What follows belongs to an exercise in optimizing a design on an open flow for small area, a short achievable clock period and few clock cycles; a production flow would make more cautious choices. In this exercise RTL edits were held to simulation tests only and were not proved equivalent to the original.

File: config.mk
export PLATFORM = sky130hd
export DESIGN_NAME = ltt_calib
export DESIGN_NICKNAME = ltt_calib
export VERILOG_FILES = /design/flow/design.v
export SDC_FILE = /design/flow/constraint.sdc
export NUM_CORES = 4
export LEC_CHECK = 0
export CAP_MARGIN = 20
export CORE_MARGIN = 2
export CORE_UTILIZATION = 40
export PLACE_DENSITY = 0.6
export SETUP_SLACK_MARGIN = 5
export SLEW_MARGIN = 20
File: constraint.sdc
create_clock -name core_clock -period 22.0 [get_ports {clk}]
set_input_delay 4.4000 -clock core_clock [delete_from_list [all_inputs] [get_ports {clk}]]
set_output_delay 4.4000 -clock core_clock [all_outputs]
set_load 0.01 [all_outputs]
File: design.v
module nif_round (
    input  wire               sign,
    input  wire signed [11:0] e,
    input  wire [25:0]        c,
    output reg  [33:0]        r
);
    wire signed [11:0] pe = 12'sd65 - e;
    wire [4:0] p = (pe <= 12'sd0) ? 5'd0 : (pe >= 12'sd26) ? 5'd26 : pe[4:0];
    reg  [27:0] lowm, gm, stm, lsbm;
    reg  [27:0] cx, t, ru;
    reg         g, st, lsb, inc;
    reg  [11:0] en;
    always @* begin
        cx   = {2'b00, c};
        lowm = ~(28'hFFFFFFF << (p + 5'd2));    
        stm  = ~(28'hFFFFFFF << (p + 5'd1));    
        gm   = 28'd1 << (p + 5'd1);
        lsbm = 28'd1 << (p + 5'd2);
        t    = cx & ~lowm;
        g    = |(cx & gm);
        st   = |(cx & stm);
        lsb  = |(cx & lsbm);
        inc  = g & (st | lsb);
        ru   = inc ? (((t | lowm) + 28'd1) & ~lowm) : t;
        if (ru[26]) begin
            en = e + 12'sd1;
            r  = {sign, en[9:0], 23'd0};
        end else begin
            en = e;
            r  = {sign, en[9:0], ru[24:2]};
        end
        if (ru[26:0] == 27'd0)
            r = {sign, 33'd0};
        else if ($signed(en) > 12'sd318)
            r = {sign, 10'h3FF, 23'd0};
    end
endmodule
module fp_add (
    input  wire [33:0] a,
    input  wire [33:0] b,
    input  wire        sub,
    input  wire        norm,
    output reg  [33:0] r
);
    wire        sa = a[33];
    wire        sb = b[33] ^ sub;
    wire [9:0]  ea = a[32:23], eb = b[32:23];
    wire        a_inf  = (ea == 10'h3FF) && (a[22:0] == 0);
    wire        b_inf  = (eb == 10'h3FF) && (b[22:0] == 0);
    wire        a_nan  = (ea == 10'h3FF) && (a[22:0] != 0);
    wire        b_nan  = (eb == 10'h3FF) && (b[22:0] != 0);
    wire        swap = b[32:0] > a[32:0];
    wire        sx = swap ? sb : sa;
    wire [9:0]  ex = swap ? eb : ea;
    wire [9:0]  ey = swap ? ea : eb;
    wire        hx = swap ? (eb != 0) : ((ea != 0) && !norm);
    wire        hy = swap ? ((ea != 0) && !norm) : (eb != 0);
    wire [22:0] fx = swap ? b[22:0] : a[22:0];
    wire [22:0] fy = swap ? a[22:0] : b[22:0];
    wire [9:0]  d  = ex - ey;
    wire        eff_sub = sa ^ sb;
    reg  [26:0] mys;
    reg  [27:0] sum;
    reg  [4:0]  lz;
    reg  [26:0] nrm;
    reg  [11:0] en;
    reg  [24:0] mr;
    reg         inc;
    integer i;
    always @* begin
        if (d > 10'd26) begin
            mys = {26'd0, (hy | (|fy))};
        end else begin
            mys = {hy, fy, 3'b000} >> d[4:0];
            mys[0] = mys[0] | (|({hy, fy, 3'b000} & ~(27'h7FFFFFF << d[4:0])));
        end
        sum = eff_sub ? ({1'b0, hx, fx, 3'b000} - {1'b0, mys})
                      : ({1'b0, hx, fx, 3'b000} + {1'b0, mys});
        lz = 5'd0;
        for (i = 0; i < 27; i = i + 1)
            if (sum[i]) lz = 5'd26 - i[4:0];
        if (sum[27]) begin
            nrm = {sum[27:2], sum[1] | sum[0]};
            en  = {2'b0, ex} + 12'd1;
        end else begin
            nrm = sum[26:0] << lz;
            en  = {2'b0, ex} - {7'd0, lz};
        end
        inc = nrm[2] & (nrm[1] | nrm[0] | nrm[3]);
        mr  = {1'b0, nrm[26:3]} + {24'd0, inc};
        if (mr[24])
            en = en + 12'd1;
    end
    always @* begin
        if (a_nan || b_nan || (a_inf && b_inf && (sa != sb)))
            r = {1'b0, 10'h3FF, 23'h400000};
        else if (a_inf)
            r = {sa, 10'h3FF, 23'd0};
        else if (b_inf)
            r = {sb, 10'h3FF, 23'd0};
        else if (sum == 28'd0)
            r = {sa & sb, 33'd0};
        else if ($signed(en) > 12'sd318)
            r = {sx, 10'h3FF, 23'd0};
        else
            r = {sx, en[9:0], mr[22:0]};
    end
endmodule
module fp_mul (
    input  wire [33:0] a,
    input  wire [33:0] b,
    input  wire        dbl,
    output reg  [33:0] r
);
    wire        sa = a[33], sb = b[33];
    wire [9:0]  ea = a[32:23], eb = b[32:23];
    wire        a_zero = (ea == 10'd0);
    wire        b_zero = (eb == 10'd0);
    wire        a_inf  = ((ea == 10'h3FF) && (a[22:0] == 0)) || (dbl && ea == 10'd318);
    wire        b_inf  = (eb == 10'h3FF) && (b[22:0] == 0);
    wire        a_nan  = (ea == 10'h3FF) && (a[22:0] != 0);
    wire        b_nan  = (eb == 10'h3FF) && (b[22:0] != 0);
    wire        s = sa ^ sb;
    wire [47:0] p = {1'b1, a[22:0]} * {1'b1, b[22:0]};
    wire signed [11:0] e = $signed({2'd0, ea}) + $signed({2'd0, eb}) - 12'sd191
                         + $signed({11'd0, p[47]}) + $signed({11'd0, dbl});
    wire [25:0] c = p[47] ? {p[47:23], |p[22:0]} : {p[46:22], |p[21:0]};
    wire [33:0] rr;
    nif_round u_round (.sign(s), .e(e), .c(c), .r(rr));
    always @* begin
        if (a_nan || b_nan || (a_inf && b_zero) || (b_inf && a_zero))
            r = {1'b0, 10'h3FF, 23'h400000};
        else if (a_inf || b_inf)
            r = {s, 10'h3FF, 23'd0};
        else if (a_zero || b_zero)
            r = {s, 33'd0};
        else
            r = rr;
    end
endmodule
module fp_div #(
    parameter K = 6
) (
    input  wire        clk,
    input  wire        first,
    input  wire        step,
    input  wire [33:0] a,
    input  wire [33:0] b,
    output reg  [33:0] r
);
    localparam NC = (26 + K - 1) / K;    
    localparam L  = 26 - K * (NC - 1);   
    localparam RW = 28;                  
    wire        sa = a[33], sb = b[33];
    wire [9:0]  ea = a[32:23], eb = b[32:23];
    wire        a_zero = (ea == 10'd0);
    wire        b_zero = (eb == 10'd0);
    wire        a_inf  = (ea == 10'h3FF) && (a[22:0] == 0);
    wire        b_inf  = (eb == 10'h3FF) && (b[22:0] == 0);
    wire        a_nan  = (ea == 10'h3FF) && (a[22:0] != 0);
    wire        b_nan  = (eb == 10'h3FF) && (b[22:0] != 0);
    wire        s = sa ^ sb;
    reg  [RW-1:0] ws, wc;            
    reg  [25:0]   qp, qn;            
    wire [RW-1:0] dd = {3'd0, 1'b1, b[22:0], 1'b0};    
    reg  [RW-1:0] s2, c2, ad, sn, cn, sl, cl;
    reg  [25:0]   qpn, qnn, qpl, qnl;
    reg  [3:0]    y;
    reg           dp, dz;
    integer j;
    always @* begin
        sn  = first ? {4'd0, 1'b1, a[22:0]} : ws;    
        cn  = first ? {RW{1'b0}} : wc;
        qpn = qp;
        qnn = qn;
        sl  = sn;  cl = cn;  qpl = qpn;  qnl = qnn;
        for (j = 0; j < K; j = j + 1) begin
            s2 = sn << 1;
            c2 = cn << 1;
            y  = s2[RW-1:RW-4] + c2[RW-1:RW-4];
            dp = !y[3];                  
            dz = (y == 4'b1111);         
            ad = dp ? ~dd : (dz ? {RW{1'b0}} : dd);
            sn = s2 ^ c2 ^ ad;
            cn = {((s2 & c2) | (s2 & ad) | (c2 & ad)), dp};
            qpn = {qpn[24:0], dp};
            qnn = {qnn[24:0], !dp && !dz};
            if (j == L - 1) begin
                sl = sn;  cl = cn;  qpl = qpn;  qnl = qnn;
            end
        end
    end
    always @(posedge clk) begin
        if (step) begin
            ws <= sn;
            wc <= cn;
            qp <= qpn;
            qn <= qnn;
        end
    end
    wire [RW-1:0] wsum = sl + cl;
    wire          wneg = wsum[RW-1];
    wire          wnz  = wneg ? (wsum != (~dd + 1'b1)) : (wsum != {RW{1'b0}});
    wire [25:0]   qd   = qpl - qnl;
    wire [25:0]   qdm  = qd - 26'd1;
    wire [25:0]   q    = wneg ? qdm : qd;
    wire [25:0]   c    = q[25] ? {q[25:1], q[0] | wnz} : {q[24:0], wnz};
    wire signed [11:0] e = $signed({2'd0, ea}) - $signed({2'd0, eb}) + 12'sd190
                         + $signed({11'd0, q[25]});
    wire [33:0] rr;
    nif_round u_round (.sign(s), .e(e), .c(c), .r(rr));
    always @* begin
        if (a_nan || b_nan || (a_zero && b_zero) || (a_inf && b_inf))
            r = {1'b0, 10'h3FF, 23'h400000};
        else if (a_inf || b_zero)
            r = {s, 10'h3FF, 23'd0};
        else if (a_zero || b_inf)
            r = {s, 33'd0};
        else
            r = rr;
    end
endmodule
module fp_lt (
    input  wire [31:0] a,
    input  wire [31:0] b,
    output reg         lt
);
    wire a_nan = (a[30:23] == 8'hFF) && (a[22:0] != 0);
    wire b_nan = (b[30:23] == 8'hFF) && (b[22:0] != 0);
    always @* begin
        if (a_nan || b_nan)
            lt = 1'b0;
        else if (a[30:0] == 0 && b[30:0] == 0)
            lt = 1'b0;
        else if (a[31] != b[31])
            lt = a[31];
        else if (!a[31])
            lt = a[30:0] < b[30:0];
        else
            lt = a[30:0] > b[30:0];
    end
endmodule
module ltt_calib (
    input  wire        clk,
    input  wire        rst,
    input  wire        start,
    input  wire [31:0] cal_a,
    input  wire [31:0] cal_b,
    input  wire [31:0] maxi,
    input  wire [31:0] intensity,
    input  wire [31:0] rext,
    output wire        ready,
    output reg         done,
    output reg  [7:0]  code,
    output reg  [1:0]  err
);
    localparam [33:0] N_ZERO = 34'd0;
    localparam [33:0] N_NAN  = {1'b0, 10'h3FF, 23'h400000};
    localparam [33:0] N_900  = {1'b0, 10'd200, 23'h610000};    
    localparam [1:0] E_OK = 2'd0, E_ARG = 2'd1, E_NUMERIC = 2'd2;
    localparam DK  = 6;                       
    localparam DNC = (26 + DK - 1) / DK;      
    localparam
        S_IDLE  = 0,
        S_NORM  = 1,      
        S_INIT  = 2,      
        S_NUM1  = 3,      
        S_DIV   = 4,      
        S_UPD   = 5,      
        S_XX    = 6,      
        S_BX    = 7,
        S_AXX   = 8,
        S_A2X   = 9,      
        S_NUM   = 10,
        S_DEN   = 11,
        S_FIN   = 12,     
        S_SDIV  = 13;     
    localparam NS = 14;
    function [33:0] to_int(input [31:0] v);
        if (v[30:23] == 8'hFF)
            to_int = {v[31], 10'h3FF, v[22:0]};
        else if (v[30:23] == 8'd0)
            to_int = {v[31], (v[22:0] == 0) ? 10'd0 : 10'd65, v[22:0]};
        else
            to_int = {v[31], {2'b00, v[30:23]} + 10'd64, v[22:0]};
    endfunction
    reg [NS-1:0] st, nst;
    reg [3:0]  iter;
    reg [2:0]  dcnt;
    reg [33:0] ra, rb, ri, rr4;
    reg [33:0] x, xp, xpp, t1, t2;
    reg        sub_a, sub_b, sub_i;        
    reg        r4_ok;                      
    reg [4:0]  r4_sh;                      
    reg  [33:0] mul_a, mul_b;
    wire [33:0] mul_r;
    reg  [33:0] add_a, add_b;
    wire [33:0] add_r;
    wire [33:0] div_r;
    wire        div_last = (dcnt == DNC - 1);
    fp_mul u_mul (.a(mul_a), .b(mul_b), .dbl(st[S_A2X]), .r(mul_r));
    fp_add u_add (.a(add_a), .b(add_b), .sub(st[S_NUM1] | st[S_NUM] | st[S_UPD]),
                  .norm(st[S_NORM]), .r(add_r));
    fp_div #(.K(DK)) u_div (.clk(clk), .first(dcnt == 3'd0),
                  .step(st[S_DIV] | st[S_SDIV]), .a(t1), .b(t2), .r(div_r));
    wire        i_lt_zero, max_lt_i;
    fp_lt u_lt0 (.a(intensity), .b(32'd0), .lt(i_lt_zero));
    fp_lt u_ltm (.a(maxi), .b(intensity), .lt(max_lt_i));
    wire [31:0] i_clamped = i_lt_zero ? 32'd0 : (max_lt_i ? maxi : intensity);
    wire in_sub_a = (cal_a[30:23] == 8'd0) && (cal_a[22:0] != 0);
    wire in_sub_b = (cal_b[30:23] == 8'd0) && (cal_b[22:0] != 0);
    wire in_sub_i = (i_clamped[30:23] == 8'd0) && (i_clamped[22:0] != 0);
    wire in_sub   = in_sub_a | in_sub_b | in_sub_i;
    wire i_nan = (ri[32:23] == 10'h3FF) && (ri[22:0] != 0);
    wire x_fin = (x[32:23] != 10'h3FF);
    wire        a_spec = (ra[32:23] == 10'h3FF);
    wire        b_spec = (rb[32:23] == 10'h3FF);
    wire [33:0] a2x0 = (a_spec || ra[32:23] == 10'd318) ? N_NAN : {ra[33], 33'd0};
    wire [33:0] s0   = (a_spec || b_spec) ? N_NAN : {ra[33] & rb[33], 33'd0};
    assign ready = st[S_IDLE];
    always @* begin
        mul_a = ({34{st[S_XX]}} & x)
              | ({34{st[S_BX]}}  & rb)
              | ({34{st[S_AXX] | st[S_A2X]}} & ra)
              | ({34{st[S_FIN]}} & rr4);
        mul_b = st[S_AXX] ? t1 : x;
        add_a = ({34{st[S_NORM]}} & (sub_a ? ra : (sub_b ? rb : ri)))
              | ({34{st[S_INIT]}} & a2x0)
              | ({34{st[S_NUM1]}} & s0)
              | ({34{st[S_UPD]}}  & x)
              | ({34{st[S_A2X] | st[S_NUM]}} & t1)
              | ({34{st[S_DEN]}}  & rb);
        add_b = ({34{st[S_INIT]}} & rb)
              | ({34{st[S_NUM1] | st[S_NUM]}} & ri)
              | ({34{st[S_UPD]}}  & t1)
              | ({34{st[S_A2X] | st[S_DEN]}} & t2);
    end
    wire same1 = (x == xp);
    wire same2 = (x == xpp) && (iter >= 4'd2);
    wire conv  = same1 || same2 || iter == 4'd10;
    always @* begin
        nst = {NS{1'b0}};
        if (st[S_IDLE])  nst[!start ? S_IDLE : (in_sub ? S_NORM : S_INIT)] = 1'b1;
        if (st[S_NORM])  nst[(sub_a | sub_b | sub_i) ? S_NORM : S_INIT] = 1'b1;
        if (st[S_INIT])  nst[i_nan ? S_IDLE : S_NUM1] = 1'b1;
        if (st[S_NUM1])  nst[S_DIV] = 1'b1;
        if (st[S_DIV])   nst[div_last ? S_UPD : S_DIV] = 1'b1;
        if (st[S_UPD])   nst[S_XX] = 1'b1;
        if (st[S_XX])    nst[conv ? S_FIN : S_BX] = 1'b1;
        if (st[S_BX])    nst[S_AXX] = 1'b1;
        if (st[S_AXX])   nst[S_A2X] = 1'b1;
        if (st[S_A2X])   nst[S_NUM] = 1'b1;
        if (st[S_NUM])   nst[S_DEN] = 1'b1;
        if (st[S_DEN])   nst[S_DIV] = 1'b1;
        if (st[S_FIN])   nst[!x_fin ? S_IDLE : (r4_ok ? S_SDIV : S_FIN)] = 1'b1;
        if (st[S_SDIV])  nst[div_last ? S_IDLE : S_SDIV] = 1'b1;
    end
    wire [9:0]  ye  = div_r[32:23];
    wire [23:0] ym  = {1'b1, div_r[22:0]};
    wire [4:0]  ysh = 5'd22 - ye[4:0];       
    wire [24:0] r4_m = {1'b0, rr4[31:8]} + {24'd0, rr4[7] & ((|rr4[6:0]) | rr4[8])};
    always @(posedge clk) begin
        if (st[S_IDLE]) begin
            ra    <= to_int(cal_a);
            rb    <= to_int(cal_b);
            ri    <= to_int(i_clamped);
            sub_a <= in_sub_a;
            sub_b <= in_sub_b;
            sub_i <= in_sub_i;
            rr4   <= {2'b00, rext};
            r4_ok <= 1'b0;
            r4_sh <= 5'd0;
        end else if (!r4_ok) begin
            if (rr4[31:0] == 32'd0) begin
                r4_ok <= 1'b1;
            end else if (rr4[31]) begin
                r4_ok <= 1'b1;
                rr4   <= {1'b0, 10'd224 - {5'd0, r4_sh} + {9'd0, r4_m[24]}, r4_m[22:0]};
            end else if (rr4[31:24] == 8'd0) begin
                rr4[31:0] <= {rr4[23:0], 8'd0};
                r4_sh     <= r4_sh + 5'd8;
            end else begin
                rr4[31:0] <= {rr4[30:0], 1'b0};
                r4_sh     <= r4_sh + 5'd1;
            end
        end
        if (st[S_DIV] | st[S_SDIV])
            dcnt <= dcnt + 3'd1;
        else
            dcnt <= 3'd0;
        if (st[S_NORM]) begin
            if (sub_a) begin
                ra <= add_r;  sub_a <= 1'b0;
            end else if (sub_b) begin
                rb <= add_r;  sub_b <= 1'b0;
            end else if (sub_i) begin
                ri <= add_r;  sub_i <= 1'b0;
            end
        end
        if (st[S_INIT]) begin
            t2   <= add_r;                 
            x    <= N_ZERO;
            iter <= 4'd0;
        end
        if (st[S_NUM1] | st[S_A2X] | st[S_NUM])
            t1 <= add_r;
        if ((st[S_XX] & !conv) | st[S_AXX])
            t1 <= mul_r;
        if (st[S_BX] | st[S_A2X])
            t2 <= mul_r;
        if (st[S_DEN])
            t2 <= add_r;
        if (st[S_DIV] & div_last)
            t1 <= div_r;
        if (st[S_UPD]) begin
            x    <= add_r;
            xp   <= x;
            xpp  <= xp;
            iter <= iter + 4'd1;
        end
        if (st[S_XX] & !same1 & same2 & iter[0])
            x <= xp;
        if (st[S_FIN]) begin
            t1 <= mul_r;
            t2 <= N_900;
        end
        if (rst) begin
            st   <= {{(NS-1){1'b0}}, 1'b1};
            done <= 1'b0;
        end else begin
            st   <= nst;
            done <= (st[S_INIT] & i_nan) | (st[S_FIN] & !x_fin) | (st[S_SDIV] & div_last);
            if (st[S_INIT] | st[S_FIN]) begin
                err  <= st[S_INIT] ? E_ARG : E_NUMERIC;
                code <= 8'd0;
            end
            if (st[S_SDIV] & div_last) begin
                if (ye == 10'h3FF) begin
                    err  <= E_NUMERIC;
                    code <= 8'd0;
                end else if (div_r[33] && ye != 10'd0) begin
                    err  <= E_NUMERIC;
                    code <= 8'd0;
                end else if (ye >= 10'd199) begin
                    err  <= E_NUMERIC;
                    code <= 8'd0;
                end else if (ye < 10'd191) begin
                    err  <= E_OK;
                    code <= 8'd0;
                end else begin
                    err  <= E_OK;
                    code <= ym >> (5'd16 + ysh[2:0]);
                end
            end
        end
    end
endmodule
File: run.sh
#!/bin/bash
# synth_recipe.tcl (not shown) runs the flow's synth.tcl, then flattens the netlist and writes it again
# the make line also repeats each setting of config.mk as NAME=value (left out here)
make -C /OpenROAD-flow-scripts/flow DESIGN_CONFIG=/design/flow/config.mk WORK_HOME=/design/flow/orfs CLKGATE_MAP_FILE= SYNTH_SCRIPT=/design/flow/synth_recipe.tcl finish
==> flow_summary.html <==
<table>
<tr><th>Metric</th><th>Value</th></tr>
<tr><th colspan="2">Status</th></tr>
<tr><td>Outcome</td><td>finished clean</td></tr>
<tr><th colspan="2">Synth</th></tr>
<tr><td>Share of flip-flops with an asynchronous set or reset</td><td>0</td></tr>
<tr><td>Netlist cell types</td><td>~120</td></tr>
<tr><td>Cell Area, Synth</td><td>72800 sq um</td></tr>
<tr><td>Register bit total from synthesis</td><td>about 440</td></tr>
<tr><td>Ys flop type</td><td>edfxtp_1</td></tr>
<tr><td>Register area share after synthesis</td><td>0.161</td></tr>
<tr><td>Most numerous cell in the Yosys netlist</td><td>nand2_1</td></tr>
<tr><td>Number of flops mapped to enable cells by yosys</td><td>281</td></tr>
<tr><td>Leading cell types by count after synthesis</td><td>1089 x nand2_1, 977 x inv_1, 811 x nor2_1</td></tr>
<tr><td>Area fraction of the dominant cell type after synthesis</td><td>0.174</td></tr>
<tr><td>Count of synthesis-stage warnings from yosys</td><td>6</td></tr>
<tr><td>Dominant cell type by area after synthesis</td><td>fa_1</td></tr>
<tr><td>Avg Cell Area, Syn</td><td>7.99 sq um</td></tr>
<tr><td>Number of cells produced by synthesis</td><td>9122</td></tr>
<tr><td>Mapped Nets</td><td>between 10000 and 15000</td></tr>
<tr><td>Dominant cells by area after synthesis</td><td>fa_1 17%, edfxtp_1 12%, ha_1 7.8%</td></tr>
<tr><th colspan="2">Global route</th></tr>
<tr><td>Largest net degree at the start of global routing</td><td>80</td></tr>
<tr><td>Global-route wire length before repair</td><td>~480 mm</td></tr>
<tr><td>Total overflow reported by the global router</td><td>0</td></tr>
<tr><td>Total global routing track utilization</td><td>0.346</td></tr>
<tr><td>Vias in the first global route</td><td>70588</td></tr>
<tr><td>Number of antenna violations at the first check in global routing</td><td>13</td></tr>
<tr><th colspan="2">Critical path</th></tr>
<tr><td>Largest incremental delay on the critical path</td><td>0.69 ns</td></tr>
<tr><td>Crit path max-delay cell type</td><td>a222oi_1</td></tr>
<tr><td>Worst Path Max Fanout</td><td>22</td></tr>
<tr><td>Endpoint of the most critical register-to-register path</td><td>t1[4]</td></tr>
<tr><td>Critical path data required time</td><td>approximately 22 ns</td></tr>
<tr><td>Worst r2r path cells</td><td>68</td></tr>
<tr><td>Reg-to-Reg Start</td><td>x[3]</td></tr>
<tr><td>Critical Path Sink Type</td><td>flip-flop</td></tr>
<tr><td>Arrival time worst endpoint</td><td>roughly 17 ns</td></tr>
<tr><td>CP startpoint kind</td><td>flip-flop</td></tr>
<tr><td>Type of the setup path with the least slack</td><td>flip-flop to flip-flop</td></tr>
<tr><td>Crit path top cell by count</td><td>fa_1</td></tr>
<tr><td>Minimum setup slack among reg-to-reg paths</td><td>between 5 and 6 ns</td></tr>
<tr><th colspan="2">Run</th></tr>
<tr><td>Reported max-cap violation count</td><td>0</td></tr>
<tr><th colspan="2">Clocking</th></tr>
<tr><td>Buffers from clock root to sink, at most</td><td>3</td></tr>
<tr><td>Clock-pin transition on the worst setup and hold timing paths</td><td>around 0.07 ns</td></tr>
<tr><td>Clock latency at the later pin of the worst-skew pair</td><td>0.67 ns</td></tr>
<tr><td>H-tree levels</td><td>2</td></tr>
<tr><td>CTS Root Cell</td><td>clkbuf_16</td></tr>
<tr><td>Clock buffer count from CTS</td><td>53</td></tr>
<tr><td>Number of sinks handled by clock tree synthesis</td><td>between 400 and 500</td></tr>
<tr><td>CTS tree</td><td>built</td></tr>
<tr><th colspan="2">Timing</th></tr>
<tr><td>Endpoints failing setup</td><td>0</td></tr>
<tr><td>Tcrit/Tclk final</td><td>0.754</td></tr>
<tr><td>Setup repair after global routing missed its margin</td><td>true</td></tr>
<tr><td>Final Hold Violating Endpoints</td><td>0</td></tr>
<tr><td>Pins Over Slew Limit</td><td>0</td></tr>
<tr><td>Final hold slack</td><td>between 0.4 and 0.5 ns</td></tr>
<tr><td>Post-layout minimum cycle time</td><td>16.58 ns</td></tr>
<tr><td>Worst clock skew</td><td>0.0534 ns</td></tr>
<tr><td>Fmax</td><td>60.3 MHz</td></tr>
<tr><td>Worst-case headroom to the max-slew limit</td><td>0.115</td></tr>
<tr><td>Summed negative setup slack over all endpoints</td><td>0 ns</td></tr>
<tr><td>Tightest Pin Transition</td><td>1.32 ns</td></tr>
<tr><th colspan="2">Detailed routing</th></tr>
<tr><td>WL final</td><td>between 300 and 400 mm</td></tr>
<tr><td>Starting DRC count in detailed routing</td><td>9383</td></tr>
<tr><td>Highest Signal Layer</td><td>met5</td></tr>
<tr><td>Total DRC errors in the routed layout</td><td>0</td></tr>
<tr><td>Via count</td><td>74144</td></tr>
<tr><td>Number of detailed-route iterations in the first pass</td><td>13</td></tr>
<tr><td>Via density per instance</td><td>6.35</td></tr>
<tr><td>Met3 Wirelength</td><td>35.9 mm</td></tr>
<tr><td>Post-detailed-route wirelength per cell</td><td>28.5 um</td></tr>
<tr><td>Met2 wirelength from detailed routing</td><td>roughly 140 mm</td></tr>
<tr><td>Detail Route Antenna Nets</td><td>0</td></tr>
<tr><td>Met1 wire length</td><td>between 100 and 150 mm</td></tr>
<tr><th colspan="2">Layout</th></tr>
<tr><td>Area Overhead vs Synth</td><td>13.8%</td></tr>
<tr><td>Fill cell total of the finished layout</td><td>approximately 18000</td></tr>
<tr><td>Share of post-route cells with drive strength above 1</td><td>0.112</td></tr>
<tr><td>Layout net count</td><td>roughly 11000</td></tr>
<tr><th colspan="2">Hold path</th></tr>
<tr><td>Worst Hold Path Cells</td><td>0</td></tr>
<tr><td>Min-Delay Endpoint</td><td>u_div.qn[17]</td></tr>
<tr><td>Worst hold start</td><td>u_div.qn[11]</td></tr>
<tr><td>Worst hold path type</td><td>flip-flop to flip-flop</td></tr>
<tr><th colspan="2">Floorplanning</th></tr>
<tr><td>Overall die area</td><td>186000 sq um</td></tr>
<tr><td>Rows</td><td>156</td></tr>
<tr><td>DIE HEIGHT</td><td>431 um</td></tr>
<tr><td>Std-Cell Core Area</td><td>approximately 180000 sq um</td></tr>
<tr><td>Total I/O pin count</td><td>175</td></tr>
<tr><td>Initial core utilization</td><td>0.403</td></tr>
<tr><td>Die boundary width</td><td>431 um</td></tr>
<tr><th colspan="2">Placement</th></tr>
<tr><td>Gp weighted congestion</td><td>1.04</td></tr>
<tr><td>HPWL Detailed</td><td>approximately 250 mm</td></tr>
<tr><td>Number of input and output port buffers inserted</td><td>174</td></tr>
</table>
## flip-flops by register name (all words and copies together), names as in the netlist, 8 cells and up
name / count
code: 8
ra: 34
rb: 34
ri: 34
rr4: 32
st: 14
t1: 34
t2: 34
u_div.qn: 24
u_div.qp: 23
u_div.wc: 25
u_div.ws: 27
x: 34
xp: 34
xpp: 34
## layer usage
metal	vias to the layer above	global-route usage
li1	32338	-
met1	36383	0.461
met2	4444	0.519
met3	965	0.0773
met4	14	0.187
met5	-	0.00234
## layout by cell type, fill, tap and decap left out, types with 74 or more instances in the layout
master and count:
a211oi_1 100, a21o_1 122, a21oi_1 514, a222oi_1 74, a31oi_1 80, and2_1 110
and3_1 86, buf_4 352, clkdlybuf4s50_1 174, dfxtp_1 153, edfxtp_1 281, fa_1 627
ha_1 428, inv_1 959, mux2_2 85, mux2i_1 209, nand2_1 1067, nand3_1 178
nand4_1 129, nor2_1 794, nor2b_1 94, nor3_1 195, nor4_1 130, o21ai_0 392
xnor2_1 256, xor2_1 139
## metrics by stage
step | setup WS [ns] | instance area (sq um) | instances | utilization
floorplan | 5.00 | 73000 | 9122 | -
global placement | 2.00 | 77100 | 11318 | 0.426
detailed placement | 1.58 | 77100 | 11318 | 0.426
CTS | 5.00 | 81000 | 11550 | 0.448
global route | 4.87 | 82900 | 11673 | 0.458
finish | 5.42 | 82900 | 11678 | 0.458
## worst max-delay path: cells and delay by family, from the launching register on
kind	cells	cell delay, ns
adders and majority gates	14	5.54
AOI/OAI and AO/OA	20	4.73
and+or+nand+nor	16	3.54
buffers and inverters	17	1.88
DFF	1	0.50
muxes	1	0.07
## worst max-delay path by stage
stage                  from  endpoint  slack [ns]  depth (start not counted)
finish                 x[3]     t1[4]        5.42                         68
CTS                   st[7]     t1[0]        5.00                         68
global placement      st[9]     t1[8]        2.00                         67
global route        dcnt[0]   code[1]        4.87                         80
floorplan           dcnt[0]   code[1]        5.00                         85
detailed placement    st[9]     t1[8]        1.58                         67
## timing repair
| action | 4_1_cts | 5_1_grt |
|---|---|---|
| hold buffers | 0 | 0 |
| buffers inserted | 120 | 116 |
| endpoints found under the setup margin | 257 | 252 |
| cloned | 13 | 6 |
| gates resized for setup | 226 | 184 |
| hold endpoints to repair | 0 | 0 |
| pin swaps | 38 | 66 |
## logic make-up after synthesis
| logic type | after synthesis | share of synthesized area |
|---|---|---|
| simple gates | 3229 | 0.211 |
| compound gates | 2100 | 0.196 |
| buf+inv | 1509 | 0.0793 |
| fa+ha+maj | 1086 | 0.252 |
| flops | 444 | 0.161 |
| xor+xnor | 424 | 0.0522 |
| mux | 330 | 0.0493 |
## cell type report
| class | instances | area [sq um] | share of cell area |
|---|---|---|---|
| Antenna cell | 5 | 12.5 | 0.000151 |
| Sequential cell | 444 | 11700 | 0.142 |
| Clock buffer | 67 | 1480 | 0.0179 |
| Multi-Input combinational cell | 7180 | 57100 | 0.689 |
| Inverter | 1009 | 3970 | 0.0479 |
| Timing Repair Buffer | 570 | 5100 | 0.0615 |
| Timing Repair inverter | 1 | 7.51 | 0.0000906 |
| Clock inverter | 32 | 473 | 0.00571 |
| Tap cell | 2370 | 2970 | 0.0358 |
Testbench counts, summed over its fixed seeds: cycles 56,364.

==> port drivers added, routing unchanged <==
The flow's constraints put no driver on any port. The routed layout listed below was extracted and timed again, unchanged, in two steps.
Step 1, drivers: a clkbuf_16 drives clk and a buf_2 each remaining input, both assumed.
Step 2 times the ports against the registers' clock, not the clock port: input delays grow and output delays shrink by t, the midpoint of the rising clock arrivals with the driver on.
a / b / c = no drivers / after step 1 / after step 2; a / b = the first two.
shift t [ns]: 0.723
slack for setup (ns): 5.419 / 5.419 / 5.419
pins driven straight from the clock port: 1
After both steps setup and hold are still met in this run. The setup slack of this run moves by 0.000 ns with the drivers and by 0.000 ns with both steps.
